From an optimization exercise on the open Yosys and OpenROAD flow, aimed at a short achievable clock period and few clock cycles; shortcuts taken in it are not production practice. In this exercise RTL edits were held to simulation tests only and were not proved equivalent to the original. Power figures rest on the tool's default switching activity, not on a simulated workload.

==> design.v <==
module simplecvm_decode (
    input  wire [7:0] op,
    output reg        legal,
    output reg  [2:0] fmt,      
    output reg  [2:0] len       
);
    localparam FMT_F1  = 3'd0;
    localparam FMT_F2R = 3'd1;
    localparam FMT_F2P = 3'd2;
    localparam FMT_F4R = 3'd3;
    localparam FMT_F4X = 3'd4;
    always @(*) begin
        legal = 1'b1;
        fmt   = FMT_F1;
        len   = 3'd1;
        case (op)
            8'h00: begin fmt = FMT_F1;  len = 3'd1; end             
            8'h01, 8'h03, 8'h09, 8'h0B:
                   begin fmt = FMT_F4R; len = 3'd4; end             
            8'h02, 8'h04, 8'h0A, 8'h0C:
                   begin fmt = FMT_F2P; len = 3'd2; end             
            8'h05, 8'h06, 8'h07, 8'h08, 8'h0D, 8'h0E:
                   begin fmt = FMT_F4X; len = 3'd4; end             
            8'h0F, 8'h10, 8'h11, 8'h12:
                   begin fmt = FMT_F2R; len = 3'd2; end             
            default: legal = 1'b0;
        endcase
    end
endmodule
module simplecvm_alu (
    input  wire [15:0] a,
    input  wire [15:0] b,
    input  wire        sub,
    output wire [15:0] r,
    output wire        z,
    output wire        n,
    output wire        o
);
    assign r = sub ? (a - b) : (a + b);
    assign z = (r == 16'h0000);
    assign n = r[15];
    assign o = sub ? ((a[15] != b[15]) && (r[15] != a[15]))
                   : ((a[15] == b[15]) && (r[15] != a[15]));
endmodule
module simplecvm_core (
    input  wire        clk,
    input  wire        rst,
    output reg         mem_req,
    input  wire        mem_gnt,
    output reg         mem_we,
    output reg         mem_wide,
    output reg  [14:0] mem_addr,
    output reg  [15:0] mem_wdata,
    input  wire        mem_rvalid,
    input  wire [15:0] mem_rdata,
    output reg         out_valid,
    output reg         out_chr,
    output reg  [15:0] out_data,
    output wire        halted,
    output wire        faulted,
    output reg  [2:0]  fault_cause,
    output reg  [15:0] fault_pc,
    output reg  [15:0] fault_info
);
    localparam OP_HALT   = 8'h00;
    localparam OP_LOAD   = 8'h01;
    localparam OP_LOADI  = 8'h02;
    localparam OP_STORE  = 8'h03;
    localparam OP_STOREI = 8'h04;
    localparam OP_JMP    = 8'h05;
    localparam OP_JMPZ   = 8'h06;
    localparam OP_JMPN   = 8'h07;
    localparam OP_JMPO   = 8'h08;
    localparam OP_ADD    = 8'h09;
    localparam OP_ADDR   = 8'h0A;
    localparam OP_SUB    = 8'h0B;
    localparam OP_SUBR   = 8'h0C;
    localparam OP_OUT    = 8'h0D;
    localparam OP_OUTC   = 8'h0E;
    localparam OP_OUTR   = 8'h0F;
    localparam OP_OUTRC  = 8'h10;
    localparam OP_OUTI   = 8'h11;
    localparam OP_OUTIC  = 8'h12;
    localparam C_MEM     = 3'd1;
    localparam C_REG     = 3'd2;
    localparam C_JUMP    = 3'd3;
    localparam C_ILLEGAL = 3'd4;
    localparam WIN = 15'd6;       
    integer i, j;
    function [3:0] pdec(input [7:0] op);
        case (op)
            OP_HALT:                                   pdec = 4'b0001;
            OP_LOAD, OP_STORE, OP_ADD, OP_SUB,
            OP_JMPZ, OP_JMPN, OP_JMPO, OP_OUT, OP_OUTC: pdec = 4'b0101;
            OP_JMP:                                    pdec = 4'b1101;
            OP_LOADI, OP_STOREI, OP_ADDR, OP_SUBR,
            OP_OUTR, OP_OUTRC, OP_OUTI, OP_OUTIC:      pdec = 4'b0011;
            default:                                   pdec = 4'b0000;
        endcase
    endfunction
    reg  [15:0] x [0:3];          
    reg  [1:0]  aoob;             
    reg         fz, fn, fo;
    reg         st_halt, st_fault;
    wire        stopped = st_halt | st_fault;
    reg  [15:0] cdat [0:63];
    reg  [7:0]  cpd  [0:63];      
    reg  [7:0]  ctag [0:63];      
    reg  [63:0] cval;
    reg         q_fill [0:3];     
    reg         q_disc [0:3];     
    reg  [13:0] q_word [0:3];     
    reg         q_pois [0:3];     
    reg  [1:0]  q_head, q_tail;
    reg  [2:0]  q_cnt;
    reg  [15:0] fpc;              
    reg  [14:0] pf;               
    reg  [13:0] cmax;             
    reg         fill_en;          
    reg         ex_v;
    reg  [7:0]  ex_b1;
    reg  [15:0] ex_w;
    reg  [15:0] ex_pc;
    reg         ex_halt, ex_load, ex_loadi, ex_store, ex_storei, ex_outi;
    reg         ex_jmp, ex_jz, ex_jn, ex_jo, ex_alu, ex_alur, ex_sub;
    reg         ex_out, ex_outr, ex_chr;
    reg         ex_sf;            
    reg  [2:0]  ex_sc;
    reg  [15:0] ex_si;
    reg         ex_preg;          
    reg         lw_v;
    reg         lw_wr;            
    reg  [1:0]  lw_reg;
    reg         lw_zn;            
    reg         lw_ev;            
    reg         lw_chr;
    reg  [14:0] lw_addr;
    reg         lw_sa;            
    reg         dv [0:3];
    reg  [14:0] da [0:3];
    reg  [15:0] dd [0:3];
    reg  [1:0]  dptr;
    function [47:0] fsel(input [15:0] c);
        integer m;
        reg         cc;
        begin
            fsel = 48'd0;
            for (m = 0; m < 4; m = m + 1) begin
                cc = (m < c[2:1]);
                fsel[m*4 +: 4] = c[6:3] + {3'd0, cc};
                fsel[16 + m*8 +: 8] = (cc && c[6:3] == 4'hF) ? c[14:7] + 8'd1 : c[14:7];
            end
        end
    endfunction
    reg  [47:0] fs;               
    wire [13:0] fw0 = fpc[14:1];
    wire [1:0]  fb  = fw0[1:0];
    wire [3:0]  fe  = fw0[5:2];
    reg  [15:0] bd [0:3];
    reg  [7:0]  bp [0:3];
    reg         bh [0:3];
    reg  [3:0]  bk;
    always @(*) begin
        for (j = 0; j < 4; j = j + 1) begin
            bk = fs[j*4 +: 4];
            bd[j] = cdat[{bk, j[1:0]}];
            bp[j] = cpd[{bk, j[1:0]}];
            bh[j] = cval[{bk, j[1:0]}] && (ctag[{bk, j[1:0]}] == fs[16 + j*8 +: 8]);
        end
    end
    wire [1:0]  s1 = fb + 2'd1;
    wire [1:0]  s2 = fb + 2'd2;
    wire [15:0] d0 = bd[fb], d1 = bd[s1], d2 = bd[s2];
    wire        h0 = bh[fb], h1 = bh[s1], h2 = bh[s2];
    wire [3:0]  p0 = fpc[0] ? bp[fb][3:0] : bp[fb][7:4];
    wire [7:0]  fb0 = fpc[0] ? d0[7:0]  : d0[15:8];
    wire [7:0]  fb1 = fpc[0] ? d1[15:8] : d0[7:0];
    wire [7:0]  fb2 = fpc[0] ? d1[7:0]  : d1[15:8];
    wire [7:0]  fb3 = fpc[0] ? d2[15:8] : d1[7:0];
    wire [15:0] fwv = {fb2, fb3};
    wire        f_legal = p0[0];
    wire        f_len2  = p0[1];
    wire        f_len4  = p0[2];
    wire        f_isjmp = p0[3];
    wire        f_opnd_oob = (f_len2 && fpc[14:0] == 15'h7FFF) ||
                             (f_len4 && fpc[14:0] >= 15'h7FFD);
    wire        f_need = f_len2 ? (!fpc[0] || h1)
                       : f_len4 ? (h1 && (!fpc[0] || h2))
                       :          1'b1;
    wire        f_ok = fpc[15] || (h0 && (!f_legal || f_opnd_oob || f_need));
    wire        f_ff = fpc[15] || !f_legal || f_opnd_oob;
    wire        f_jmp = !fpc[15] && f_isjmp && !f_opnd_oob && !fb2[7];
    wire [15:0] f_seq = fpc + {13'd0, f_len4, f_len2, !f_len2 && !f_len4};
    wire [15:0] f_next = f_jmp ? fwv : f_seq;
    wire [47:0] fs_seq = f_len4 ? fsel(fpc + 16'd4) : f_len2 ? fsel(fpc + 16'd2) : fsel(fpc + 16'd1);
    wire [47:0] fs_next = f_jmp ? fsel(fwv) : fs_seq;
    wire [1:0]  frlo = fb1[1:0];
    wire [1:0]  frhi = fb1[7:6];
    wire        fsbad = (fb1[7:2] != 6'd0);
    wire        fpbad = (fb1[5:2] != 4'd0);
    wire        f_load   = (fb0 == OP_LOAD);
    wire        f_loadi  = (fb0 == OP_LOADI);
    wire        f_store  = (fb0 == OP_STORE);
    wire        f_storei = (fb0 == OP_STOREI);
    wire        f_alu    = (fb0 == OP_ADD) || (fb0 == OP_SUB);
    wire        f_alur   = (fb0 == OP_ADDR) || (fb0 == OP_SUBR);
    wire        f_outr   = (fb0 == OP_OUTR) || (fb0 == OP_OUTRC);
    wire        f_outi   = (fb0 == OP_OUTI) || (fb0 == OP_OUTIC);
    wire        f_anyj   = (fb0 == OP_JMP) || (fb0 == OP_JMPZ) ||
                           (fb0 == OP_JMPN) || (fb0 == OP_JMPO);
    wire        f_rbad = (f_load && fsbad) ||
                         ((f_store || f_alu || f_outr) && (fsbad || frlo[1])) ||
                         ((f_loadi || f_storei) && (fpbad || !frhi[1])) ||
                         (f_alur && (fpbad || frlo[1] || frhi[1])) ||
                         (f_outi && (fsbad || !frlo[1]));
    wire        f_stoob = f_store && (fwv[15] || fwv[14:0] == 15'h7FFF);
    wire        f_joob  = f_anyj && fwv[15];
    wire        f_sf = f_ff || f_rbad || f_stoob || f_joob;
    wire [2:0]  f_sc = fpc[15] ? C_MEM : !f_legal ? C_ILLEGAL : f_opnd_oob ? C_MEM :
                       f_rbad ? C_REG : f_stoob ? C_MEM : C_JUMP;
    wire [15:0] f_si = fpc[15] ? fpc : !f_legal ? {8'h00, fb0} : f_opnd_oob ? 16'h8000 :
                       f_rbad ? {8'h00, fb1} : fwv;
    wire [1:0]  rlo = ex_b1[1:0];
    wire [1:0]  rhi = ex_b1[7:6];
    wire        e_act = ex_v && !stopped;
    wire        head_fill = q_fill[q_head];
    wire        lw_resp = lw_v && mem_rvalid && !head_fill && !q_disc[q_head];
    wire        fwd_lo = lw_v && lw_wr && (lw_reg == rlo);
    wire        fwd_hi = lw_v && lw_wr && (lw_reg == rhi);
    wire [15:0] xa = fwd_lo ? mem_rdata : x[rlo];
    wire [15:0] xb = fwd_hi ? mem_rdata : x[rhi];
    wire        fz_f = (lw_v && lw_zn) ? (mem_rdata == 16'h0000) : fz;
    wire        fn_f = (lw_v && lw_zn) ? mem_rdata[15] : fn;
    wire        e_ptr   = ex_loadi || ex_storei || ex_outi;
    wire        e_rd    = ex_loadi || ex_outi;
    wire        e_wr    = ex_store || ex_storei;
    wire        e_mem   = e_rd || e_wr;
    wire [15:0] e_pv    = ex_preg ? x[3] : x[2];
    wire        e_dfault = e_ptr && (ex_preg ? aoob[1] : aoob[0]);
    wire        e_fault = ex_sf || e_dfault;
    wire [15:0] e_da    = ex_store ? ex_w : e_pv;
    wire        e_mstall = lw_v && lw_wr &&
                           ((e_ptr && lw_reg == {1'b1, ex_preg}) || (e_wr && lw_reg == rlo));
    reg         d_hit;
    reg  [15:0] d_data;
    always @(*) begin
        d_hit  = 1'b0;
        d_data = 16'h0000;
        for (j = 0; j < 4; j = j + 1)
            if (dv[j] && da[j] == e_pv[14:0]) begin
                d_hit  = 1'b1;
                d_data = dd[j];
            end
    end
    wire        d_fwd = !d_hit && lw_resp && lw_sa && (lw_addr == e_pv[14:0]);
    wire        d_in  = d_hit || d_fwd;
    wire [15:0] r_data = d_hit ? d_data : mem_rdata;
    wire        e_want = e_act && e_mem && !ex_sf && !e_dfault && !e_mstall;
    wire        e_req  = e_want && (e_wr || q_cnt != 3'd4);
    wire        e_acc  = e_req && mem_gnt;
    wire        e_done = e_act && (
                    e_fault ? !lw_v :
                    e_rd    ? (e_acc && (!lw_v || (lw_resp && !(lw_ev && ex_outi)))) :
                    e_mem   ? e_acc :
                    ex_halt ? !lw_v :
                    (ex_out || ex_outr) ? (!lw_v || (lw_resp && !lw_ev)) :
                              (!lw_v || lw_resp));
    wire        halt_now = e_act && ex_halt && !ex_sf && !lw_v;
    wire [15:0] alu_a = xa;
    wire [15:0] alu_b = (ex_alur ? xb : ex_w) ^ {16{ex_sub}};
    wire [16:0] alu_s = {1'b0, alu_a} + {1'b0, alu_b} + {16'd0, ex_sub};
    wire [15:0] alu_r = alu_s[15:0];
    wire        alu_o = (alu_a[15] == alu_b[15]) && (alu_r[15] != alu_a[15]);
    wire        e_taken = (ex_jz && fz_f) || (ex_jn && fn_f) || (ex_jo && fo);
    wire        e_redir = e_done && !e_fault && e_taken;
    wire        e_cstore = e_acc && e_wr && (e_da[14:1] <= cmax);
    wire        fill_req = fill_en && !e_want && !halt_now && !stopped;
    wire        fill_acc = fill_req && mem_gnt;
    always @(*) begin
        mem_req   = e_req || fill_req;
        mem_we    = e_want && e_wr;
        mem_wide  = 1'b1;
        mem_addr  = e_want ? e_da[14:0] : {pf[13:0], 1'b0};
        mem_wdata = x[rlo];
    end
    assign halted  = st_halt || halt_now;
    assign faulted = st_fault;
    wire        push = mem_gnt && (e_want ? (e_rd && e_req) : fill_req);
    wire        pop  = mem_rvalid && (q_cnt != 3'd0);
    wire        fill_wr = pop && head_fill && !q_pois[q_head] && !e_cstore;
    wire [13:0] fill_word = q_word[q_head];
    wire [2:0]  q_cnt_n = q_cnt + {2'd0, push} - {2'd0, pop};
    wire [15:0] ia1 = e_da + 16'd1;
    reg         s_match;
    always @(*) begin
        s_match = 1'b0;
        for (j = 0; j < 4; j = j + 1)
            if (dv[j] && da[j] == e_da[14:0]) s_match = 1'b1;
    end
    wire        f_take = !ex_v || e_done;    
    wire [14:0] pf_inc = pf + {14'd0, fill_acc};
    wire [14:0] pf_s = (pf_inc < {1'b0, fw0}) ? {1'b0, fw0} : pf_inc;
    wire        pf_s_ok = !pf_s[14] && (pf_s < {1'b0, fw0} + WIN);
    wire        redir_f = f_take && f_ok && f_jmp;
    wire        redir_any = e_redir || e_cstore || redir_f;
    wire [14:0] pf_n = e_redir ? {1'b0, ex_w[14:1]} :
                       e_cstore ? {1'b0, fpc[14:1]} :
                       redir_f ? {1'b0, fwv[14:1]} : pf_s;
    always @(posedge clk) begin
        if (rst) begin
            for (i = 0; i < 4; i = i + 1) x[i] <= 16'h0000;
            aoob <= 2'b00;
            fz <= 1'b0; fn <= 1'b0; fo <= 1'b0;
            st_halt <= 1'b0; st_fault <= 1'b0;
            cval <= 64'd0;
            q_head <= 2'd0; q_tail <= 2'd0; q_cnt <= 3'd0;
            fpc <= 16'h0000;
            fs  <= fsel(16'h0000);
            pf <= 15'd0;
            cmax <= 14'd0;
            fill_en <= 1'b1;
            ex_v <= 1'b0;
            lw_v <= 1'b0;
            for (i = 0; i < 4; i = i + 1) dv[i] <= 1'b0;
            dptr <= 2'd0;
            out_valid <= 1'b0;
            out_chr <= 1'b0;
            out_data <= 16'h0000;
            fault_cause <= 3'd0;
            fault_pc <= 16'h0000;
            fault_info <= 16'h0000;
        end else begin
            out_valid <= 1'b0;
            if (push) begin
                q_fill[q_tail] <= !e_want;
                q_disc[q_tail] <= !(e_done && !d_in);
                q_word[q_tail] <= pf[13:0];
                q_pois[q_tail] <= 1'b0;
                q_tail <= q_tail + 2'd1;
            end
            if (pop) q_head <= q_head + 2'd1;
            q_cnt <= q_cnt_n;
            if (fill_wr) begin
                cdat[fill_word[5:0]] <= mem_rdata;
                cpd[fill_word[5:0]]  <= {pdec(mem_rdata[15:8]), pdec(mem_rdata[7:0])};
                ctag[fill_word[5:0]] <= fill_word[13:6];
                cval[fill_word[5:0]] <= 1'b1;
            end
            if (fill_acc && pf[13:0] > cmax) cmax <= pf[13:0];
            if (e_acc && e_wr) begin
                lw_sa <= 1'b0;
                for (i = 0; i < 4; i = i + 1) begin
                    if (dv[i] && da[i] == e_da[14:0]) dd[i] <= x[rlo];
                    else if (dv[i] && (da[i] == ia1[14:0] || da[i] + 15'd1 == e_da[14:0])) dv[i] <= 1'b0;
                end
                if (ex_store && !s_match) begin
                    dv[dptr] <= 1'b1;
                    da[dptr] <= e_da[14:0];
                    dd[dptr] <= x[rlo];
                    dptr <= dptr + 2'd1;
                end
            end
            if (e_cstore) begin
                for (i = 0; i < 4; i = i + 1) q_pois[i] <= 1'b1;
                cval[e_da[6:1]] <= 1'b0;
                cval[ia1[6:1]] <= 1'b0;
            end
            pf <= pf_n;
            fill_en <= (redir_any || pf_s_ok) && (q_cnt_n != 3'd4);
            if (lw_resp) begin
                lw_v <= 1'b0;
                if (lw_wr) begin
                    x[lw_reg] <= mem_rdata;
                    if (lw_zn) begin fz <= (mem_rdata == 16'h0000); fn <= mem_rdata[15]; end
                    if (lw_reg[1])
                        aoob[lw_reg[0]] <= mem_rdata[15] || (mem_rdata[14:0] == 15'h7FFF);
                end
                if (lw_ev) begin
                    out_valid <= 1'b1;
                    out_chr   <= lw_chr;
                    out_data  <= lw_chr ? {8'h00, mem_rdata[7:0]} : mem_rdata;
                end
            end
            if (e_done) begin
                if (e_fault) begin
                    st_fault    <= 1'b1;
                    fault_cause <= ex_sf ? ex_sc : C_MEM;
                    fault_pc    <= ex_pc;
                    fault_info  <= ex_sf ? ex_si : e_pv;
                end else if (ex_halt) begin
                    st_halt <= 1'b1;
                end else if (ex_load) begin
                    x[rlo] <= ex_w;
                    if (!rlo[1]) begin fz <= (ex_w == 16'h0000); fn <= ex_w[15]; end
                    else aoob[rlo[0]] <= ex_w[15] || (ex_w[14:0] == 15'h7FFF);
                end else if (ex_alu || ex_alur) begin
                    x[rlo] <= alu_r;
                    fz <= (alu_r == 16'h0000); fn <= alu_r[15]; fo <= alu_o;
                end else if (ex_out) begin
                    out_valid <= 1'b1;
                    out_chr   <= ex_chr;
                    out_data  <= ex_chr ? {8'h00, ex_w[7:0]} : ex_w;
                end else if (ex_outr) begin
                    out_valid <= 1'b1;
                    out_chr   <= ex_chr;
                    out_data  <= ex_chr ? {8'h00, xa[7:0]} : xa;
                end else if (e_rd && d_in) begin
                    if (ex_loadi) begin
                        x[rlo] <= r_data;
                        if (!rlo[1]) begin fz <= (r_data == 16'h0000); fn <= r_data[15]; end
                        else aoob[rlo[0]] <= r_data[15] || (r_data[14:0] == 15'h7FFF);
                    end else begin
                        out_valid <= 1'b1;
                        out_chr   <= ex_chr;
                        out_data  <= ex_chr ? {8'h00, r_data[7:0]} : r_data;
                    end
                end else if (e_rd) begin
                    lw_v    <= 1'b1;
                    lw_wr   <= ex_loadi;
                    lw_reg  <= rlo;
                    lw_zn   <= ex_loadi && !rlo[1];
                    lw_ev   <= ex_outi;
                    lw_chr  <= ex_chr;
                    lw_addr <= e_pv[14:0];
                    lw_sa   <= 1'b1;
                end
            end
            if (e_redir) begin
                fpc  <= ex_w;
                fs   <= fsel(ex_w);
                ex_v <= 1'b0;
            end else if (e_cstore) begin
                ex_v <= 1'b0;
            end else if (f_take) begin
                ex_v <= f_ok;
                if (f_ok) begin
                    fpc <= f_next;
                    fs  <= fs_next;
                end
            end
            if (f_take) begin
                ex_b1    <= fb1;
                ex_w     <= fwv;
                ex_pc    <= fpc;
                ex_halt  <= (fb0 == OP_HALT);
                ex_load  <= f_load;
                ex_loadi <= f_loadi;
                ex_store <= f_store;
                ex_storei <= f_storei;
                ex_outi  <= f_outi;
                ex_jmp   <= (fb0 == OP_JMP);
                ex_jz    <= (fb0 == OP_JMPZ);
                ex_jn    <= (fb0 == OP_JMPN);
                ex_jo    <= (fb0 == OP_JMPO);
                ex_alu   <= f_alu;
                ex_alur  <= f_alur;
                ex_sub   <= (fb0 == OP_SUB) || (fb0 == OP_SUBR);
                ex_out   <= (fb0 == OP_OUT) || (fb0 == OP_OUTC);
                ex_outr  <= f_outr;
                ex_chr   <= (fb0 == OP_OUTC) || (fb0 == OP_OUTRC) || (fb0 == OP_OUTIC);
                ex_sf    <= f_sf;
                ex_sc    <= f_sc;
                ex_si    <= f_si;
                ex_preg  <= f_outi ? fb1[0] : fb1[6];
            end
        end
    end
endmodule
==> run.sh <==
#!/bin/bash
# synth_recipe.tcl (not shown) runs the flow's synth.tcl, then flattens the netlist and writes it again
# the make line also repeats each setting of config.mk as NAME=value (left out here)
make -C /OpenROAD-flow-scripts/flow DESIGN_CONFIG=/design/flow/config.mk WORK_HOME=/design/flow/orfs CLKGATE_MAP_FILE= SYNTH_SCRIPT=/design/flow/synth_recipe.tcl finish
==> config.mk <==
export PLATFORM = sky130hd
export DESIGN_NAME = simplecvm_core
export DESIGN_NICKNAME = simplecvm_core
export VERILOG_FILES = /design/flow/design.v
export SDC_FILE = /design/flow/constraint.sdc
export NUM_CORES = 4
export LEC_CHECK = 0
export CAP_MARGIN = 20
export CORE_MARGIN = 2
export CORE_UTILIZATION = 40
export SETUP_SLACK_MARGIN = 2.5
export SLEW_MARGIN = 20
export TNS_END_PERCENT = 10
==> constraint.sdc <==
create_clock -name core_clock -period 8.0 [get_ports {clk}]
set_input_delay 1.6000 -clock core_clock [delete_from_list [all_inputs] [get_ports {clk}]]
set_output_delay 1.6000 -clock core_clock [all_outputs]
set_load 0.01 [all_outputs]
==> flow_summary.yaml, run 1 <==
clocking:
  clk_latency_ns: 0.93
  root_buffer: "clkbuf_16"
  cts.sinks: 2653
  cts_tree: "yes"
  htree_levels: 5
  numCtsBuffers: 294
  clkSlewWorstSetupHoldPaths_ns: 0.06
  clk_path_buf_depth: 4
worst_setup_path:
  critPathKind: "register to register"
  worst-path-max-fanout: 4
  r2r_setup_slack_ns: 2.38
  max_stage_delay_ns: 0.43
  worst_setup_path_start_kind: "register"
  rr_endpoint: "fill_en$_SDFF_PP1_"
  reg2reg_depth: 28
  cp.required_ns: 8.80
  crit_top_cell: "a21o_1"
  worst_setup_path_end_kind: "register"
  cp_data_arrival_time_ns: 6.43
  cp_slowest_cell: "edfxtp_1"
  reg2reg_from: "ex_preg$_DFFE_PP_"
timing:
  fin_crit_ns: 5.62
  finClkSkew_ns: 0.0666
  setup_ws_ns: 2.38
  final_max_slew_viol_count: 0
  setup_tns_ns: 0
  post-route-period-util: 0.703
  slew_headroom: 0.197
  tightest_slew_ns: 1.19
  setup_viol: 0
  rsz0062_at_grt: "true"
  finalHoldViolCount: 0
  fmax_mhz: 178
routing:
  vias: 81284
  wl_per_cell_um: 34.0
  ant_nets: 0
  wl_um: 446000
  first_pass_iters: 7
  via_per_inst: 6.20
  drc: 0
  drt_iter0_markers: 11024
global_route:
  grtUsageMet1: 0.379
  grt_pass1_vias: 78617
  grt_start_max_net_pins: 70
  overflow: 0
  grtUsageMet3: 0.0561
  grt_pass1_wl_um: 617000
  use_met2: 0.437
  antenna_found_initial: 26
  track_usage: 0.280
  grt.busiest_layer: "met2"
logic_synthesis:
  synth_top_area_frac: 0.585
  syn_inst: 8442
  synth.distinct_cells: 115
  avgSynthCellArea_um2: 14.6
  ys.flop_type: "edfxtp_1"
  synth_top_cell_by_area: "edfxtp_1"
  synth.cell_area_um2: 123000
  synth-edff-count: 2394
  syn_nets: 8618
  synth_seq_cells: 2653
  ys_seq_area_frac: 0.627
  yosys_warnings: 4
  async_reset_ff_frac: 0
  ys_top_cells_by_area: "edfxtp_1 58%, mux4_2 9.1%, dfxtp_1 4.2%"
run:
  cap_violations: 0
floorplanning:
  coreArea_um2: 306000
  io-pin-count: 109
  rows: 203
  dieWidth_um: 558
  dieArea_um2: 312000
  initial_core_util: 0.402
  die_h_um: 558
power:
  p_per_area_nw_per_um2: 298
  power_leakage_nw: 45.1
  irDropWorstVdd_mv: 0.184
placement:
  place.gp.congestion: 0.982
  hpwl_um: 298000
  dp_slack_ns: 0.641
  port_buffers: 107
  post_dp_cell_area_um2: 131000
min_path:
  hold_class: "register to register"
  worstHoldStart: "fault_info[0]$_SDFFE_PP0P_"
  min_path_cells: 2
  whs_endpoint: "fault_info[0]$_SDFFE_PP0P_"
layout:
  synthToLayoutAreaGrowth_pct: 15.3
  final_area_um2: 142000
  drive_gt1_frac: 0.191
  layout.nets: 8949
  largest_reg_flops: 1024
  fillers: 26698
outcome:
  status: "no timing/DRC/antenna violations"
[per-layer routing]
metal | vias up | routed length [µm]
met5 | - | 49
met4 | 8 | 23100
met3 | 949 | 42200
met2 | 4485 | 203000
met1 | 41994 | 178000
li1 | 33848 | -
[area by class of cell]
cell class	instances	area, µm²	area share
repair buffers	558	5430	0.0383
inverters	157	594	0.00419
diodes	7	17.5	0.000124
clock buffers	357	7740	0.0546
well taps	4100	5130	0.0362
flip-flops and latches	2653	77100	0.544
multi-input cells	5109	44000	0.310
clock inverters	170	1750	0.0123
[Yosys cell counts, drive strengths merged (53+ instances only)]
| cell type | number |
|---|---|
| nand3 | 222 |
| xnor2 | 372 |
| mux4 | 502 |
| inv | 146 |
| clkbuf | 292 |
| ha | 153 |
| a31oi | 58 |
| xor2 | 143 |
| and2 | 53 |
| nor4 | 105 |
| nand2b | 59 |
| nand4 | 92 |
| nor3 | 145 |
| edfxtp | 2394 |
| o22ai | 82 |
| nand2 | 535 |
| nor2 | 507 |
| a211oi | 96 |
| mux2i | 515 |
| a22oi | 116 |
| buf | 232 |
| a21oi | 318 |
| dfxtp | 259 |
| nor2b | 58 |
| o21ai | 263 |
| mux2 | 56 |
[through the flow]
step | instances | power, mW | util | hold slack, ns
3_5_place_dp | 12516 | 28.2 | 0.428 | 0.448
2_1_floorplan | 8442 | 23.2 | - | 0.406
6_report | 13111 | 42.2 | 0.464 | 0.453
4_1_cts | 13062 | 41.9 | 0.461 | 0.456
5_1_grt | 13106 | 43.4 | 0.464 | 0.476
3_3_place_gp | 12515 | 28.2 | 0.428 | 0.440
[kinds of logic (layout without fill, tap and decap cells)]
group | count (synthesis) | in the layout | synth area share
simple gates | 1976 | 1976 | 0.0783
compound gates | 1387 | 1388 | 0.0763
xor+xnor | 515 | 515 | 0.0367
other cells | 1 | 8 | 0.0000305
mux | 1073 | 1073 | 0.139
buf+inv | 681 | 1242 | 0.0265
flops | 2653 | 2653 | 0.627
fa+ha+maj | 156 | 156 | 0.0161
[how the worst max path moves through the flow]
stage / startpoint / to / slack (ns) / cells after the start
finish: ex_preg$_DFFE_PP_ / fill_en$_SDFF_PP1_ / 2.38 / 28
global placement: mem_gnt / fill_en$_SDFF_PP1_ / 0.35 / 25
floorplan: ex_b1[0]$_DFFE_PP_ / fill_en$_SDFF_PP1_ / 1.83 / 30
global route: ex_b1[1]$_DFFE_PP_ / fill_en$_SDFF_PP1_ / 2.04 / 33
detailed placement: mem_gnt / fill_en$_SDFF_PP1_ / 0.64 / 27
CTS: ex_loadi$_DFFE_PP_ / fill_en$_SDFF_PP1_ / 2.12 / 25
[critical path: cells and delay by family (launching register included)]
family	cells	cell delay, ns
compound gates	15	2.63
fa+ha+maj	4	0.87
buf+inv	2	0.32
flops	1	0.43
mux	2	0.71
simple gates	5	0.57
[repair_timing]
action	CTS	global route
hold endpoints to repair	0	0
gates resized for setup	87	61
hold buffers	0	0
buffers inserted	17	41
setup endpoints to repair	894	1419
pin swaps	12	17
cloned	2	0
[placed cells by master (no fill, tap or decap), types with 142 or more instances in the layout]
master,count
edfxtp_1,2394
nand2_1,529
mux4_2,496
mux2i_1,484
nor2_1,432
buf_4,373
xnor2_1,363
a21oi_1,314
clkbuf_16,299
o21ai_0,248
dfxtp_1,241
nand3_1,217
xor2_1,142
ha_1,142
[report_power, final]
group	total [mW]	switching, mW	leakage, nW	internal, mW
clock network	13.6	5.70	4.66	7.86
logic	12.3	8.24	16.4	4.03
registers	16.4	0.452	24.0	15.9
total	42.2	14.4	45.1	27.8
Testbench counts, summed over its fixed seeds: cycles 29,988.
==> run 2: changes to the inputs <==
--- a/design.v
+++ b/design.v
@@ -116,7 +116,8 @@
     reg  [15:0] fpc;              
     reg  [14:0] pf;               
-    reg  [13:0] cmax;             
+    reg  [7:0]  cmax;             
     reg         fill_en;          
     reg         ex_v;
+    reg         ex_ms;            
     reg  [7:0]  ex_b1;
     reg  [15:0] ex_w;
@@ -226,6 +227,5 @@
     wire        head_fill = q_fill[q_head];
     wire        lw_resp = lw_v && mem_rvalid && !head_fill && !q_disc[q_head];
-    wire        fwd_lo = lw_v && lw_wr && (lw_reg == rlo);
-    wire        fwd_hi = lw_v && lw_wr && (lw_reg == rhi);
+    reg         fwd_lo, fwd_hi;   
     wire [15:0] xa = fwd_lo ? mem_rdata : x[rlo];
     wire [15:0] xb = fwd_hi ? mem_rdata : x[rhi];
@@ -272,14 +272,16 @@
     wire [15:0] alu_r = alu_s[15:0];
     wire        alu_o = (alu_a[15] == alu_b[15]) && (alu_r[15] != alu_a[15]);
+    wire [15:0] alu_t = alu_a ^ alu_b;
+    wire        alu_z = (alu_t == {alu_a[14:0] | alu_b[14:0], ex_sub});
     wire        e_taken = (ex_jz && fz_f) || (ex_jn && fn_f) || (ex_jo && fo);
     wire        e_redir = e_done && !e_fault && e_taken;
-    wire        e_cstore = e_acc && e_wr && (e_da[14:1] <= cmax);
-    wire        fill_req = fill_en && !e_want && !halt_now && !stopped;
+    wire        e_cstore = e_acc && e_wr && (e_da[14:7] <= cmax);
+    wire        fill_req = fill_en && !ex_ms && !halt_now && !stopped;
     wire        fill_acc = fill_req && mem_gnt;
     always @(*) begin
         mem_req   = e_req || fill_req;
-        mem_we    = e_want && e_wr;
+        mem_we    = ex_ms && e_wr;
         mem_wide  = 1'b1;
-        mem_addr  = e_want ? e_da[14:0] : {pf[13:0], 1'b0};
+        mem_addr  = ex_ms ? e_da[14:0] : {pf[13:0], 1'b0};
         mem_wdata = x[rlo];
     end
@@ -288,5 +290,5 @@
     wire        push = mem_gnt && (e_want ? (e_rd && e_req) : fill_req);
     wire        pop  = mem_rvalid && (q_cnt != 3'd0);
-    wire        fill_wr = pop && head_fill && !q_pois[q_head] && !e_cstore;
+    wire        fill_wr = pop && head_fill && !q_pois[q_head];
     wire [13:0] fill_word = q_word[q_head];
     wire [2:0]  q_cnt_n = q_cnt + {2'd0, push} - {2'd0, pop};
@@ -299,7 +301,20 @@
     end
     wire        f_take = !ex_v || e_done;    
-    wire [14:0] pf_inc = pf + {14'd0, fill_acc};
-    wire [14:0] pf_s = (pf_inc < {1'b0, fw0}) ? {1'b0, fw0} : pf_inc;
-    wire        pf_s_ok = !pf_s[14] && (pf_s < {1'b0, fw0} + WIN);
+    wire        lw_new  = e_done && !e_fault && e_rd && !d_in && !ex_halt && !ex_load &&
+                          !ex_alu && !ex_alur && !ex_out && !ex_outr;
+    wire        lw_v_n  = lw_new || (lw_v && !lw_resp);
+    wire        lw_wr_n = lw_new ? ex_loadi : lw_wr;
+    wire [1:0]  lw_reg_n = lw_new ? rlo : lw_reg;
+    wire [7:0]  b1_n = f_take ? fb1 : ex_b1;
+    wire        fwd_lo_n = lw_v_n && lw_wr_n && (lw_reg_n == b1_n[1:0]);
+    wire        fwd_hi_n = lw_v_n && lw_wr_n && (lw_reg_n == b1_n[7:6]);
+    wire [14:0] pf_p1 = pf + 15'd1;
+    wire [14:0] pf_s0 = (pf < {1'b0, fw0}) ? {1'b0, fw0} : pf;
+    wire [14:0] pf_s1 = (pf_p1 < {1'b0, fw0}) ? {1'b0, fw0} : pf_p1;
+    wire [14:0] fwin = {1'b0, fw0} + WIN;
+    wire        pf_ok0 = !pf_s0[14] && (pf_s0 < fwin);
+    wire        pf_ok1 = !pf_s1[14] && (pf_s1 < fwin);
+    wire [14:0] pf_s = fill_acc ? pf_s1 : pf_s0;
+    wire        pf_s_ok = fill_acc ? pf_ok1 : pf_ok0;
     wire        redir_f = f_take && f_ok && f_jmp;
     wire        redir_any = e_redir || e_cstore || redir_f;
@@ -318,7 +333,10 @@
             fs  <= fsel(16'h0000);
             pf <= 15'd0;
-            cmax <= 14'd0;
+            cmax <= 8'd0;
+            fwd_lo <= 1'b0;
+            fwd_hi <= 1'b0;
             fill_en <= 1'b1;
             ex_v <= 1'b0;
+            ex_ms <= 1'b0;
             lw_v <= 1'b0;
             for (i = 0; i < 4; i = i + 1) dv[i] <= 1'b0;
@@ -347,5 +365,5 @@
                 cval[fill_word[5:0]] <= 1'b1;
             end
-            if (fill_acc && pf[13:0] > cmax) cmax <= pf[13:0];
+            if (fill_acc && pf[13:6] > cmax) cmax <= pf[13:6];
             if (e_acc && e_wr) begin
                 lw_sa <= 1'b0;
@@ -396,5 +414,5 @@
                 end else if (ex_alu || ex_alur) begin
                     x[rlo] <= alu_r;
-                    fz <= (alu_r == 16'h0000); fn <= alu_r[15]; fo <= alu_o;
+                    fz <= alu_z; fn <= alu_r[15]; fo <= alu_o;
                 end else if (ex_out) begin
                     out_valid <= 1'b1;
@@ -426,12 +444,17 @@
                 end
             end
+            fwd_lo <= fwd_lo_n;
+            fwd_hi <= fwd_hi_n;
             if (e_redir) begin
                 fpc  <= ex_w;
                 fs   <= fsel(ex_w);
                 ex_v <= 1'b0;
+                ex_ms <= 1'b0;
             end else if (e_cstore) begin
                 ex_v <= 1'b0;
+                ex_ms <= 1'b0;
             end else if (f_take) begin
                 ex_v <= f_ok;
+                ex_ms <= f_ok && (f_loadi || f_storei || f_store || f_outi);
                 if (f_ok) begin
                     fpc <= f_next;
--- a/config.mk
+++ b/config.mk
@@ -9,5 +9,5 @@
 export CORE_MARGIN = 2
 export CORE_UTILIZATION = 40
-export SETUP_SLACK_MARGIN = 2.5
+export SETUP_SLACK_MARGIN = 3.0
 export SLEW_MARGIN = 20
 export TNS_END_PERCENT = 10
==> run 2 against run 1 <==
First-iteration DRC count rose by 11%. Non-clock buffer count increased by 37. Critical path depth shrank 20. Via count rose by 5.2%. Synthesized cell count grew 3.8%. Utilization grew 0.15 points. Largest power group unchanged. Highest routed layer unchanged.
==> flow_summary.yaml, run 2 <==
global_route:
  track_usage: 0.296
  grt_pass1_vias: 81297
  grt_pass1_wl_um: 660000
  grt_start_max_net_pins: 85
  antenna_found_initial: 32
  overflow: 0
floorplanning:
  rows: 204
  dieWidth_um: 562
  coreArea_um2: 309000
  die_h_um: 562
  dieArea_um2: 316000
  initial_core_util: 0.403
  io-pin-count: 109
clocking:
  cts.sinks: 2650
  cts_hold_buf: 0
  cts_tree: "yes"
  numCtsBuffers: 294
  root_buffer: "clkbuf_16"
  clk_latency_ns: 0.96
  clk_path_buf_depth: 4
  htree_levels: 5
  clkSlewWorstSetupHoldPaths_ns: 0.06
timing:
  fin_crit_ns: 5.20
  tightest_slew_ns: 1.20
  final_max_slew_viol_count: 0
  fmax_mhz: 192
  slew_headroom: 0.196
  timing.hold.ws_ns: 0.450
  setup_viol: 0
  finClkSkew_ns: 0.0918
  finalHoldViolCount: 0
  setup_tns_ns: 0
  setup_ws_ns: 2.80
  rsz0062_at_grt: "true"
  post-route-period-util: 0.650
routing:
  vias: 85494
  wl_um: 482000
  drt_iter0_markers: 12278
  wl_per_cell_um: 35.7
  first_pass_iters: 6
  drc: 0
  via_per_inst: 6.34
  ant_nets: 0
logic_synthesis:
  ys.flop_type: "edfxtp_1"
  synth-edff-count: 2394
  synthMostInstantiatedCell: "edfxtp_1"
  ys_seq_area_frac: 0.618
  syn_inst: 8766
  async_reset_ff_frac: 0
  synthSimpleGateAreaFrac: 0.0772
  synth_seq_cells: 2650
  netlist_top_cells_count: "2394 x edfxtp_1, 639 x nand2_1, 565 x mux2i_1"
  yosys_warnings: 4
  synth_mux_area_frac: 0.140
  syn_nets: 8969
  synthXorXnorAreaFrac: 0.0360
  synth.distinct_cells: 116
  synthAdderAreaFrac: 0.0186
  synth-compound-area-share: 0.0833
  synth.cell_area_um2: 125000
  avgSynthCellArea_um2: 14.2
  synth_top_cell_by_area: "edfxtp_1"
  synth_top_family_by_area: "multiplexers"
  synth_top_area_frac: 0.577
  ys_top_cells_by_area: "edfxtp_1 58%, mux4_2 8.3%, mux2i_1 4.5%"
power:
  netSwitchingPower_mw: 7.83
  clockPowerShare: 0.424
  p_seq_frac: 0.497
  power_leakage_nw: 46.1
  p_int_mw: 23.6
  combPwrFrac: 0.079
  irDropWorstVdd_mv: 0.176
  p_per_area_nw_per_um2: 218
  p_total_mw: 31.4
  p_sw_frac: 0.249
layout:
  seqCellArea_um2: 77100
  post-route-util: 0.465
  drive_gt1_frac: 0.198
  multi_input_area_um2: 46000
  layout_common_cells: "2394 x edfxtp_1, 634 x nand2_1, 535 x mux2i_1, 460 x mux4_2, 413 x buf_4"
  layout_commonest_cell: "edfxtp_1"
  largest_reg_flops: 1024
  layout.nets: 9322
  fillers: 27023
  synthToLayoutAreaGrowth_pct: 15.4
run:
  cap_violations: 0
worst_setup_path:
  cp_slowest_cell: "nor2_4"
  crit_chain: "clkdlybuf4s50_1, nand2b_1, nor3b_1, buf_4, and2_1, nand4_1, nor2_4, buf_4"
  crit_top_cell: "buf_4"
  cp.required_ns: 8.59
  worst-path-max-fanout: 17
  reg2reg_from: "ex_preg$_DFFE_PP_"
  reg2reg_depth: 14
  worst_setup_path_start_kind: "input pin"
  worst_setup_path_end_kind: "register"
  max_stage_delay_ns: 0.94
  critPathKind: "input pin to register"
  crit_family: "simple AND/OR/NAND/NOR gates"
  r2r_setup_slack_ns: 2.86
  cp_data_arrival_time_ns: 5.79
  path_buf_inv: 3
  rr_endpoint: "x[0][4]$_DFFE_PP_"
placement:
  hpwl_um: 324000
  port_buffers: 107
  dp_slack_ns: 1.41
  place.gp.congestion: 1.03
min_path:
  min_path_cells: 2
  worstHoldStart: "fault_info[14]$_SDFFE_PP0P_"
  hold_class: "register to register"
  whs_endpoint: "fault_info[14]$_SDFFE_PP0P_"
outcome:
  status: "no timing/DRC/antenna violations"
-- run 2: cell count changes after synthesis, moves of 51 or more --
cell	delta
mux2i_1	+58
mux2_2	+51
o22ai_1	+65
nand2_1	+104
o21ai_1	+63
nor2_1	-61
-- run 2: per-stage QoR --
step	cell area, µm²	std cells
after floorplan	125000	8766
after global placement	131000	12774
after detailed placement	132000	12783
after CTS	143000	13413
after global routing	144000	13477
final	144000	13491
-- run 2: power groups by stage --
| stage | combinational [mW] | sequential, mW | clock [mW] |
|---|---|---|---|
| 6_report | 2.47 | 15.6 | 13.3 |
| 5_1_grt | 2.54 | 15.6 | 14.0 |
| 4_1_cts | 2.37 | 15.6 | 13.4 |
| 3_5_place_dp | 2.32 | 15.9 | 0 |
| 3_3_place_gp | 2.27 | 15.9 | 0 |
| 2_1_floorplan | 1.11 | 15.9 | 0 |
-- run 2: tightest hold or removal path: cells and delay by family (launching register included) --
| kind | cells | cell delay, ns |
|---|---|---|
| compound gates | 1 | 0.05 |
| flops | 1 | 0.31 |
| simple gates | 1 | 0.05 |
-- run 2: how the worst max path moves through the flow --
stage	cells after the start	end	from
5_1_grt	20	fill_en$_SDFF_PP1_	pf[3]$_SDFF_PP0_
4_1_cts	13	ex_sc[1]$_SDFFCE_PP0P_	fpc[1]$_SDFFE_PP0P_
2_1_floorplan	4	cpd[0][1]$_DFFE_PP_	mem_rdata[2]
6_report	8	cdat[4][4]$_DFFE_PP_	mem_rvalid
3_5_place_dp	14	da[3][10]$_DFFE_PP_	ex_preg$_DFFE_PP_
3_3_place_gp	15	pf[4]$_SDFF_PP0_	register
-- run 2: logic make-up (layout without fill, tap and decap cells) --
group / after synthesis / in the layout
multiplexers: 1150 / 1150
AND/OR/NAND/NOR: 1999 / 2002
buffers and inverters: 714 / 1300
adder cells (fa/ha/maj): 184 / 184
other: 1 / 16
XOR/XNOR: 511 / 511
flip-flops: 2650 / 2650
AO/OA/AOI/OAI: 1557 / 1558
-- run 2: cell type report --
type / count / area share
Timing Repair Buffer: 595 / 0.0388
Antenna cell: 15 / 0.000261
Timing Repair inverter: 1 / 0.0000348
Tap cell: 4120 / 0.0358
Clock inverter: 176 / 0.0116
Multi-Input combinational cell: 5406 / 0.320
Clock buffer: 357 / 0.0533
Inverter: 171 / 0.00465
Sequential cell: 2650 / 0.536
-- run 2: timing repair --
action                                  in CTS  in global routing
gates resized for setup                    139                140
endpoints found under the setup margin     694                420
pin swaps                                   15                  7
cloned                                       4                  4
setup buffers                               93                 58
-- run 2: routing by layer --
metal	vias to the layer above	GRT usage	share of wire	routed length, µm
met5	-	0	0.00026	125
met4	18	0.145	0.056	27100
met3	1025	0.0562	0.097	46800
met2	5053	0.459	0.45	218000
met1	44305	0.401	0.39	190000
li1	35093	-	-	-
Testbench counts of run 2, summed over its fixed seeds: cycles 29,988.
==> run 3: changes to the inputs <==
--- a/design.v
+++ b/design.v
@@ -142,4 +142,6 @@
     reg  [15:0] dd [0:3];
     reg  [1:0]  dptr;
+    reg         ev2_v, ev2_c;
+    reg  [15:0] ev2_d;
     function [47:0] fsel(input [15:0] c);
         integer m;
@@ -193,7 +195,21 @@
     wire        f_jmp = !fpc[15] && f_isjmp && !f_opnd_oob && !fb2[7];
     wire [15:0] f_seq = fpc + {13'd0, f_len4, f_len2, !f_len2 && !f_len4};
-    wire [15:0] f_next = f_jmp ? fwv : f_seq;
+    reg         bt_v [0:1];
+    reg  [15:0] bt_p [0:1];
+    reg  [15:0] bt_t [0:1];
+    reg  [47:0] bt_fs [0:1];
+    reg         bt_rr;            
+    reg  [15:0] lp;               
+    reg         lp_ok;            
+    wire        bt_h0 = bt_v[0] && (bt_p[0] == fpc);
+    wire        bt_h1 = bt_v[1] && (bt_p[1] == fpc);
+    wire        bt_hit = bt_h0 || bt_h1;
+    wire [15:0] bt_tgt = bt_h0 ? bt_t[0] : bt_t[1];
+    wire [47:0] bt_fsel = bt_h0 ? bt_fs[0] : bt_fs[1];
+    wire        f_go = f_jmp || bt_hit;    
+    wire [15:0] f_tgt = f_jmp ? fwv : bt_tgt;
+    wire [15:0] f_next = f_go ? f_tgt : f_seq;
     wire [47:0] fs_seq = f_len4 ? fsel(fpc + 16'd4) : f_len2 ? fsel(fpc + 16'd2) : fsel(fpc + 16'd1);
-    wire [47:0] fs_next = f_jmp ? fsel(fwv) : fs_seq;
+    wire [47:0] fs_next = f_jmp ? fsel(fwv) : bt_hit ? bt_fsel : fs_seq;
     wire [1:0]  frlo = fb1[1:0];
     wire [1:0]  frhi = fb1[7:6];
@@ -260,11 +276,17 @@
     wire        e_acc  = e_req && mem_gnt;
     wire        e_done = e_act && (
-                    e_fault ? !lw_v :
-                    e_rd    ? (e_acc && (!lw_v || (lw_resp && !(lw_ev && ex_outi)))) :
+                    e_fault ? (!lw_v && !ev2_v) :
+                    e_rd    ? (e_acc && (!lw_v || (lw_resp && !(ev2_v && lw_ev && ex_outi)))) :
                     e_mem   ? e_acc :
                     ex_halt ? !lw_v :
-                    (ex_out || ex_outr) ? (!lw_v || (lw_resp && !lw_ev)) :
+                    (ex_out || ex_outr) ? (!lw_v || (lw_resp && !(ev2_v && lw_ev))) :
                               (!lw_v || lw_resp));
-    wire        halt_now = e_act && ex_halt && !ex_sf && !lw_v;
+    wire        halt_now = e_act && ex_halt && !ex_sf && !lw_v && !ev2_v;
+    wire        ev_lw  = lw_resp && lw_ev;
+    wire [15:0] ev_lwd = lw_chr ? {8'h00, mem_rdata[7:0]} : mem_rdata;
+    wire        ev_e   = e_done && !e_fault && (ex_out || ex_outr || (e_rd && d_in && ex_outi));
+    wire        ev_ec  = ex_chr;
+    wire [15:0] ev_ev  = ex_out ? ex_w : ex_outr ? xa : r_data;
+    wire [15:0] ev_ed  = ex_chr ? {8'h00, ev_ev[7:0]} : ev_ev;
     wire [15:0] alu_a = xa;
     wire [15:0] alu_b = (ex_alur ? xb : ex_w) ^ {16{ex_sub}};
@@ -317,9 +339,9 @@
     wire [14:0] pf_s = fill_acc ? pf_s1 : pf_s0;
     wire        pf_s_ok = fill_acc ? pf_ok1 : pf_ok0;
-    wire        redir_f = f_take && f_ok && f_jmp;
+    wire        redir_f = f_take && f_ok && f_go;
     wire        redir_any = e_redir || e_cstore || redir_f;
     wire [14:0] pf_n = e_redir ? {1'b0, ex_w[14:1]} :
                        e_cstore ? {1'b0, fpc[14:1]} :
-                       redir_f ? {1'b0, fwv[14:1]} : pf_s;
+                       redir_f ? {1'b0, f_tgt[14:1]} : pf_s;
     always @(posedge clk) begin
         if (rst) begin
@@ -331,4 +353,8 @@
             q_head <= 2'd0; q_tail <= 2'd0; q_cnt <= 3'd0;
             fpc <= 16'h0000;
+            lp_ok <= 1'b0;
+            bt_v[0] <= 1'b0;
+            bt_v[1] <= 1'b0;
+            bt_rr <= 1'b0;
             fs  <= fsel(16'h0000);
             pf <= 15'd0;
@@ -345,9 +371,28 @@
             out_chr <= 1'b0;
             out_data <= 16'h0000;
+            ev2_v <= 1'b0;
             fault_cause <= 3'd0;
             fault_pc <= 16'h0000;
             fault_info <= 16'h0000;
         end else begin
-            out_valid <= 1'b0;
+            if (ev2_v) begin
+                out_valid <= 1'b1;
+                out_chr   <= ev2_c;
+                out_data  <= ev2_d;
+                ev2_v     <= ev_lw || ev_e;
+                ev2_c     <= ev_lw ? lw_chr : ev_ec;
+                ev2_d     <= ev_lw ? ev_lwd : ev_ed;
+            end else if (ev_lw) begin
+                out_valid <= 1'b1;
+                out_chr   <= lw_chr;
+                out_data  <= ev_lwd;
+                ev2_v     <= ev_e;
+                ev2_c     <= ev_ec;
+                ev2_d     <= ev_ed;
+            end else begin
+                out_valid <= ev_e;
+                out_chr   <= ev_ec;
+                out_data  <= ev_ed;
+            end
             if (push) begin
                 q_fill[q_tail] <= !e_want;
@@ -394,9 +439,4 @@
                         aoob[lw_reg[0]] <= mem_rdata[15] || (mem_rdata[14:0] == 15'h7FFF);
                 end
-                if (lw_ev) begin
-                    out_valid <= 1'b1;
-                    out_chr   <= lw_chr;
-                    out_data  <= lw_chr ? {8'h00, mem_rdata[7:0]} : mem_rdata;
-                end
             end
             if (e_done) begin
@@ -415,12 +455,5 @@
                     x[rlo] <= alu_r;
                     fz <= alu_z; fn <= alu_r[15]; fo <= alu_o;
-                end else if (ex_out) begin
-                    out_valid <= 1'b1;
-                    out_chr   <= ex_chr;
-                    out_data  <= ex_chr ? {8'h00, ex_w[7:0]} : ex_w;
-                end else if (ex_outr) begin
-                    out_valid <= 1'b1;
-                    out_chr   <= ex_chr;
-                    out_data  <= ex_chr ? {8'h00, xa[7:0]} : xa;
+                end else if (ex_out || ex_outr) begin
                 end else if (e_rd && d_in) begin
                     if (ex_loadi) begin
@@ -428,8 +461,4 @@
                         if (!rlo[1]) begin fz <= (r_data == 16'h0000); fn <= r_data[15]; end
                         else aoob[rlo[0]] <= r_data[15] || (r_data[14:0] == 15'h7FFF);
-                    end else begin
-                        out_valid <= 1'b1;
-                        out_chr   <= ex_chr;
-                        out_data  <= ex_chr ? {8'h00, r_data[7:0]} : r_data;
                     end
                 end else if (e_rd) begin
@@ -451,7 +480,11 @@
                 ex_v <= 1'b0;
                 ex_ms <= 1'b0;
+                lp_ok <= 1'b0;
             end else if (e_cstore) begin
                 ex_v <= 1'b0;
                 ex_ms <= 1'b0;
+                lp_ok <= 1'b0;
+                bt_v[0] <= 1'b0;
+                bt_v[1] <= 1'b0;
             end else if (f_take) begin
                 ex_v <= f_ok;
@@ -460,4 +493,13 @@
                     fpc <= f_next;
                     fs  <= fs_next;
+                    lp  <= fpc;
+                    lp_ok <= !f_go;
+                    if (f_jmp && lp_ok) begin
+                        bt_v[bt_rr]  <= 1'b1;
+                        bt_p[bt_rr]  <= lp;
+                        bt_t[bt_rr]  <= fwv;
+                        bt_fs[bt_rr] <= fsel(fwv);
+                        bt_rr <= !bt_rr;
+                    end
                 end
             end
==> run 3 against run 2 <==
Non-clock buffer count up 34. Via count up 1.0%. Clock skew down 0.035 ns. Sequential power up 7%. Maximum frequency down 0.13%. Die area up 3.9%. Sequential share of layout area up 0.90 points. Utilization up 0.43 points. Hold slack worse by 0.0069 ns. Total power up 8.4%. Setup slack worse by 0.0067 ns. Clock power up 5%. Critical path type is now register to output port. Largest cell class unchanged.
==> flow_summary.yaml, run 3 <==
outcome:
  status: "no timing/DRC/antenna violations"
run:
  cap_violations: 0
logic_synthesis:
  yosys_warnings: 4
  synth_top_cell_by_area: "edfxtp_1"
  synth.distinct_cells: 106
  synthMostInstantiatedCell: "edfxtp_1"
  syn_inst: 8915
  synth_top_family_by_area: "multiplexers"
  syn_nets: 9117
  synthSimpleGateAreaFrac: 0.0742
  synth_mux_area_frac: 0.134
  netlist_top_cells_count: "2563 x edfxtp_1, 589 x nand2_1, 504 x nor2_1"
  avgSynthCellArea_um2: 14.5
  ys.flop_type: "edfxtp_1"
  synthAdderAreaFrac: 0.0178
  ys_top_cells_by_area: "edfxtp_1 59%, mux4_2 8.6%, dfxtp_1 4.0%"
  synth_top_area_frac: 0.594
  synth-compound-area-share: 0.0765
  synth-edff-count: 2563
  ys_seq_area_frac: 0.635
  synth.cell_area_um2: 130000
  synthXorXnorAreaFrac: 0.0383
  synth_seq_cells: 2824
  async_reset_ff_frac: 0
timing:
  setup_viol: 0
  tightest_slew_ns: 1.21
  post-route-period-util: 0.651
  setup_tns_ns: 0
  slew_headroom: 0.194
  rsz0062_at_grt: "true"
  finClkSkew_ns: 0.0572
  fin_crit_ns: 5.21
  finalHoldViolCount: 0
  fmax_mhz: 192
  final_max_slew_viol_count: 0
global_route:
  antenna_found_initial: 26
  grt_start_max_net_pins: 73
  track_usage: 0.280
  overflow: 0
  grt_pass1_wl_um: 657000
  grt_pass1_vias: 83153
worst_setup_path:
  cp.required_ns: 6.40
  crit_top_cell: "buf_4"
  max_stage_delay_ns: 0.57
  critPathKind: "register to output port"
  crit_chain: "buf_4, nor2_1, buf_4, nor3_1, o211ai_1, and2_1, a21o_1, clkdlybuf4s50_1"
  cp_data_arrival_time_ns: 3.61
  worst-path-max-fanout: 6
  worst_setup_path_start_kind: "register"
  worst_setup_path_end_kind: "output port"
  cp_slowest_cell: "clkdlybuf4s50_1"
clocking:
  clk_path_buf_depth: 4
  cts.sinks: 2824
  numCtsBuffers: 309
  clkSlewWorstSetupHoldPaths_ns: 0.07
  cts_hold_buf: 0
  root_buffer: "clkbuf_16"
  clk_latency_ns: 0.95
  htree_levels: 5
  cts_tree: "yes"
routing:
  wl_um: 475000
  via_per_inst: 6.22
  wl_per_cell_um: 34.2
  ant_nets: 0
  drt_iter0_markers: 12596
  first_pass_iters: 6
  drc: 0
  vias: 86347
placement:
  hpwl_um: 313000
  place.gp.congestion: 0.996
  port_buffers: 107
floorplanning:
  dieWidth_um: 573
  initial_core_util: 0.403
  die_h_um: 573
  io-pin-count: 109
  coreArea_um2: 322000
  dieArea_um2: 328000
  rows: 208
layout:
  drive_gt1_frac: 0.213
  largest_reg_flops: 1024
  synthToLayoutAreaGrowth_pct: 16.6
  post-route-util: 0.469
  layout_common_cells: "2563 x edfxtp_1, 575 x nand2_1, 494 x mux4_2, 418 x mux2i_1, 417 x nor2_1"
  layout.nets: 9521
  layout_commonest_cell: "edfxtp_1"
min_path:
  hold_class: "register to register"
power:
  irDropWorstVdd_mv: 0.197
  power_leakage_nw: 48.2
  p_per_area_nw_per_um2: 225
  p_total_mw: 34.0
run 3: cell types whose count changed after synthesis, moves of 52 or more:
cell	change
a22oi_1	-61
edfxtp_1	+169
mux2i_1	-81
nor2_1	+59
o21ai_0	+52
o21ai_1	-65
run 3: cell type report:
type / count / area [µm²]
Clock inverter: 163 / 1460
Fill cell: 27828 / 171000
Inverter: 195 / 816
Timing Repair Buffer: 629 / 6540
Clock buffer: 392 / 8190
Tap cell: 4305 / 5390
Antenna cell: 10 / 25.0
Multi-Input combinational cell: 5360 / 46300
Sequential cell: 2824 / 82300
run 3: kinds of logic after synthesis:
family | Yosys count
AOI/OAI and AO/OA | 1493
xor gates and xnor gates | 566
adders and majority gates | 182
buffers and inverters | 732
DFF | 2824
muxes | 1103
other | 1
and+or+nand+nor | 2014
run 3: worst max-delay path: cells and delay by family (launching register included):
kind                   cells  cell delay (ns)
AOI/OAI and AO/OA          2             0.57
and+or+nand+nor            3             0.56
buffers and inverters      3             1.04
DFF                        1             0.50
run 3: worst paths after layout:
kind,from,endpoint,slack [ns],cells past startpoint
min reg2reg,lp[0]$_DFFE_PP_,bt_p[0][0]$_DFFE_PP_,0.44,0
min,lp[0]$_DFFE_PP_,bt_p[0][0]$_DFFE_PP_,0.44,0
max reg2reg,fpc[1]$_SDFFE_PP0N_,register,2.86,15
max,ex_store$_DFFE_PP_,mem_req,2.79,8
run 3: what timing repair did:
action                                  CTS  global route
endpoints found under the setup margin  855          1046
gates cloned                             12             6
pin swaps                                20            27
setup buffers                           107            43
gates resized for setup                 272           171
run 3: metal layers:
layer,track usage,part of all wire,vias up
li1,-,-,35689
met1,0.386,0.40,44633
met2,0.434,0.45,5068
met3,0.0534,0.098,953
met4,0.122,0.051,4
met5,0,0.000057,-
run 3: through the flow:
| step | hold WS (ns) | cell area (µm²) | instances | worst slack [ns] |
|---|---|---|---|---|
| floorplan | 0.421 | 130000 | 8915 | 2.26 |
| global placement | 0.425 | 137000 | 13144 | 0.955 |
| detailed placement | 0.431 | 137000 | 13144 | 1.27 |
| CTS | 0.445 | 150000 | 13818 | 2.79 |
| global route | 0.454 | 151000 | 13869 | 2.76 |
| finish | 0.443 | 151000 | 13878 | 2.79 |
run 3: where the power goes:
part	leakage [nW]	total, mW	switching [mW]	internal, mW
clock network	4.69	13.9	6.05	7.83
logic	17.9	3.45	2.48	0.974
registers	25.6	16.7	0.122	16.6
Testbench counts of run 3, summed over its fixed seeds: cycles 27,412.
==> run 4: changes to the inputs <==
--- a/config.mk
+++ b/config.mk
@@ -6,8 +6,8 @@
 export NUM_CORES = 4
 export LEC_CHECK = 0
-export CAP_MARGIN = 20
+export CAP_MARGIN = 30
 export CORE_MARGIN = 2
-export CORE_UTILIZATION = 40
+export CORE_UTILIZATION = 35
 export SETUP_SLACK_MARGIN = 3.0
-export SLEW_MARGIN = 20
+export SLEW_MARGIN = 30
 export TNS_END_PERCENT = 10
==> run 4 against run 3 <==
Still clean. Final cell count grew 5.1%. First-iteration DRC count shrank 4.8%. Sequential share of layout area shrank 0.52 points. Global-route usage shrank 3.3 points. Largest power group unchanged.
==> flow_summary.yaml, run 4 <==
logic_synthesis:
  synthMostInstantiatedCell: "edfxtp_1"
  syn_inst: 8915
  synthAdderAreaFrac: 0.0178
  synth_seq_cells: 2824
  synth.cell_area_um2: 130000
  netlist_top_cells_count: "2563 x edfxtp_1, 589 x nand2_1, 504 x nor2_1"
  synth-edff-count: 2563
  synth-compound-area-share: 0.0765
  synthXorXnorAreaFrac: 0.0383
  synth_top_area_frac: 0.594
  synthSimpleGateAreaFrac: 0.0742
  synth_mux_area_frac: 0.134
  ys_seq_area_frac: 0.635
  async_reset_ff_frac: 0
  synth.distinct_cells: 106
  syn_nets: 9117
  synth_top_cell_by_area: "edfxtp_1"
  synth_top_family_by_area: "multiplexers"
  avgSynthCellArea_um2: 14.5
  ys.flop_type: "edfxtp_1"
  yosys_warnings: 4
  ys_top_cells_by_area: "edfxtp_1 59%, mux4_2 8.6%, dfxtp_1 4.0%"
clocking:
  root_buffer: "clkbuf_16"
  htree_levels: 5
  numCtsBuffers: 310
  cts_tree: "yes"
  clk_path_buf_depth: 4
  clk_latency_ns: 0.97
  clkSlewWorstSetupHoldPaths_ns: 0.06
  cts.sinks: 2824
layout:
  post-route-util: 0.414
  layout_commonest_cell: "edfxtp_1"
  multi_input_area_um2: 46500
  layout_common_cells: "2563 x edfxtp_1, 573 x nand2_1, 494 x mux4_2, 460 x buf_4, 424 x nor2_1"
  seqCellArea_um2: 82300
  drive_gt1_frac: 0.218
  fillers: 33423
  synthToLayoutAreaGrowth_pct: 17.7
  largest_reg_flops: 1024
  layout.nets: 9587
  final_area_um2: 152000
timing:
  setup_viol: 0
  fin_crit_ns: 5.23
  final_max_slew_viol_count: 0
  slew_headroom: 0.239
  finClkSkew_ns: 0.0811
  finalHoldViolCount: 0
  tightest_slew_ns: 1.11
  post-route-period-util: 0.654
  fmax_mhz: 191
  rsz0062_at_grt: "true"
  setup_tns_ns: 0
floorplanning:
  rows: 223
  dieArea_um2: 375000
  dieWidth_um: 612
  initial_core_util: 0.351
  coreArea_um2: 369000
  die_h_um: 612
  io-pin-count: 109
worst_setup_path:
  path_buf_inv: 5
  max_stage_delay_ns: 0.53
  r2r_setup_slack_ns: 2.77
  worst-path-max-fanout: 20
  critPathKind: "register to register"
  crit_top_cell: "buf_4"
  cp.required_ns: 8.59
  worst_setup_path_end_kind: "register"
  worst_setup_path_start_kind: "register"
  cp_data_arrival_time_ns: 5.82
  crit_chain: "buf_12, buf_4, buf_12, mux4_2, mux2_2, nand3_1, a41oi_2, o21ai_2, o311ai_2, nor2_1, nor4b_4, or3b_1, a222oi_1, buf_4, buf_4, mux2i_2, o221ai_1"
  cp_slowest_cell: "mux4_2"
  crit_family: "compound AO/OA/AOI/OAI gates"
power:
  p_seq_frac: 0.489
  irDropWorstVdd_mv: 0.196
  p_sw_frac: 0.252
  combPwrFrac: 0.100
  power_leakage_nw: 48.6
  clockPowerShare: 0.411
  netSwitchingPower_mw: 8.63
  p_per_area_nw_per_um2: 224
  p_int_mw: 25.5
global_route:
  track_usage: 0.247
  overflow: 0
  antenna_found_initial: 19
  grt_start_max_net_pins: 78
  grt_pass1_wl_um: 660000
  grt_pass1_vias: 83756
routing:
  wl_per_cell_um: 32.6
  via_per_inst: 5.93
  wl_um: 476000
  vias: 86504
  drc: 0
  ant_nets: 0
  first_pass_iters: 6
  drt_iter0_markers: 11992
placement:
  hpwl_um: 319000
  port_buffers: 107
  place.gp.congestion: 0.978
  post_dp_cell_area_um2: 138000
run:
  cap_violations: 0
min_path:
  hold_class: "register to register"
outcome:
  status: "no timing/DRC/antenna violations"
## run 4: layout make-up
| cell class | count | share of cell area |
|---|---|---|
| Clock inverter | 149 | 0.00895 |
| Tap cell | 4950 | 0.0406 |
| Multi-Input combinational cell | 5359 | 0.305 |
| Sequential cell | 2824 | 0.540 |
| Timing Repair inverter | 1 | 0.0000328 |
| Timing Repair Buffer | 694 | 0.0453 |
| Antenna cell | 10 | 0.000164 |
| Clock buffer | 404 | 0.0552 |
| Inverter | 195 | 0.00538 |
## run 4: final timing paths
path                    startpoint               endpoint  cells past startpoint
setup reg to reg          register     ex_si[4]$_DFFE_PP_                     17
hold / removal    lp[12]$_DFFE_PP_  bt_p[0][12]$_DFFE_PP_                      0
hold reg to reg   lp[12]$_DFFE_PP_  bt_p[0][12]$_DFFE_PP_                      0
setup / recovery          register     ex_si[4]$_DFFE_PP_                     17
## run 4: repair_timing
item,in CTS,in global routing
resized for setup,302,166
endpoints found under the hold margin,0,0
endpoints found under the setup margin,889,819
hold buffers,0,0
pin swaps,14,22
gates cloned,7,12
setup buffers,114,79
## run 4: routing by layer
metal,vias up,GRT usage,part of all wire
met5,-,0,0.000084
met4,4,0.102,0.047
met3,944,0.0508,0.10
met2,5044,0.382,0.45
met1,44693,0.339,0.40
li1,35819,-,-
## run 4: power groups by stage
stage	clock network (mW)	registers (mW)	logic (mW)
final	14.0	16.7	3.43
after global routing	14.7	16.7	3.59
after CTS	14.2	16.7	3.31
after detailed placement	0	17.0	3.25
after global placement	0	17.0	3.18
after floorplan	0	17.0	1.75
## run 4: through the flow
| step | total power, mW | hold WS [ns] | worst slack [ns] | cells |
|---|---|---|---|---|
| finish | 34.2 | 0.440 | 2.77 | 14586 |
| global route | 35.0 | 0.459 | 2.70 | 14577 |
| floorplan | 18.7 | 0.421 | 2.26 | 8915 |
| detailed placement | 20.3 | 0.431 | 0.764 | 13809 |
| global placement | 20.2 | 0.427 | 0.686 | 13802 |
| CTS | 34.2 | 0.443 | 2.85 | 14483 |
## run 4: cells by family (layout without fill, tap and decap cells)
| family | Yosys count | after routing |
|---|---|---|
| other cells | 1 | 11 |
| compound gates | 1493 | 1493 |
| flops | 2824 | 2824 |
| simple gates | 2014 | 2014 |
| mux | 1103 | 1103 |
| xor+xnor | 566 | 566 |
| fa+ha+maj | 182 | 182 |
| buf+inv | 732 | 1443 |

[afterwards: timing with drivers on the ports]
The flow's constraints put no driver on any port. The routed layouts listed below were extracted and timed again, unchanged, in two steps.
Step 1 sets driving cells, clkbuf_16 on the clock port and buf_2 on the other inputs (assumed; they add their load-dependent delay and slew).
Step 2 times the ports against the registers' clock, not the clock port: input delays grow and output delays shrink by t, the midpoint of the rising clock arrivals with the driver on.
a / b / c = ideal ports / drivers / drivers and shift; a / b = the first two.
run	t, ns	slack for setup (ns)	worst setup path at the end
run 1	0.994	2.376 / 2.344 / 1.495	input to register
run 2	1.021	2.800 / 2.742 / 1.860	input to register
run 3	1.031	2.793 / 2.682 / 1.857	input to register
run 4	1.042	2.766 / 2.705 / 1.935	input to register
After both steps every run listed still meets setup and hold. For run 2, which loses most, drivers alone change the setup slack by -0.058 ns; drivers and shift together by -0.940 ns.
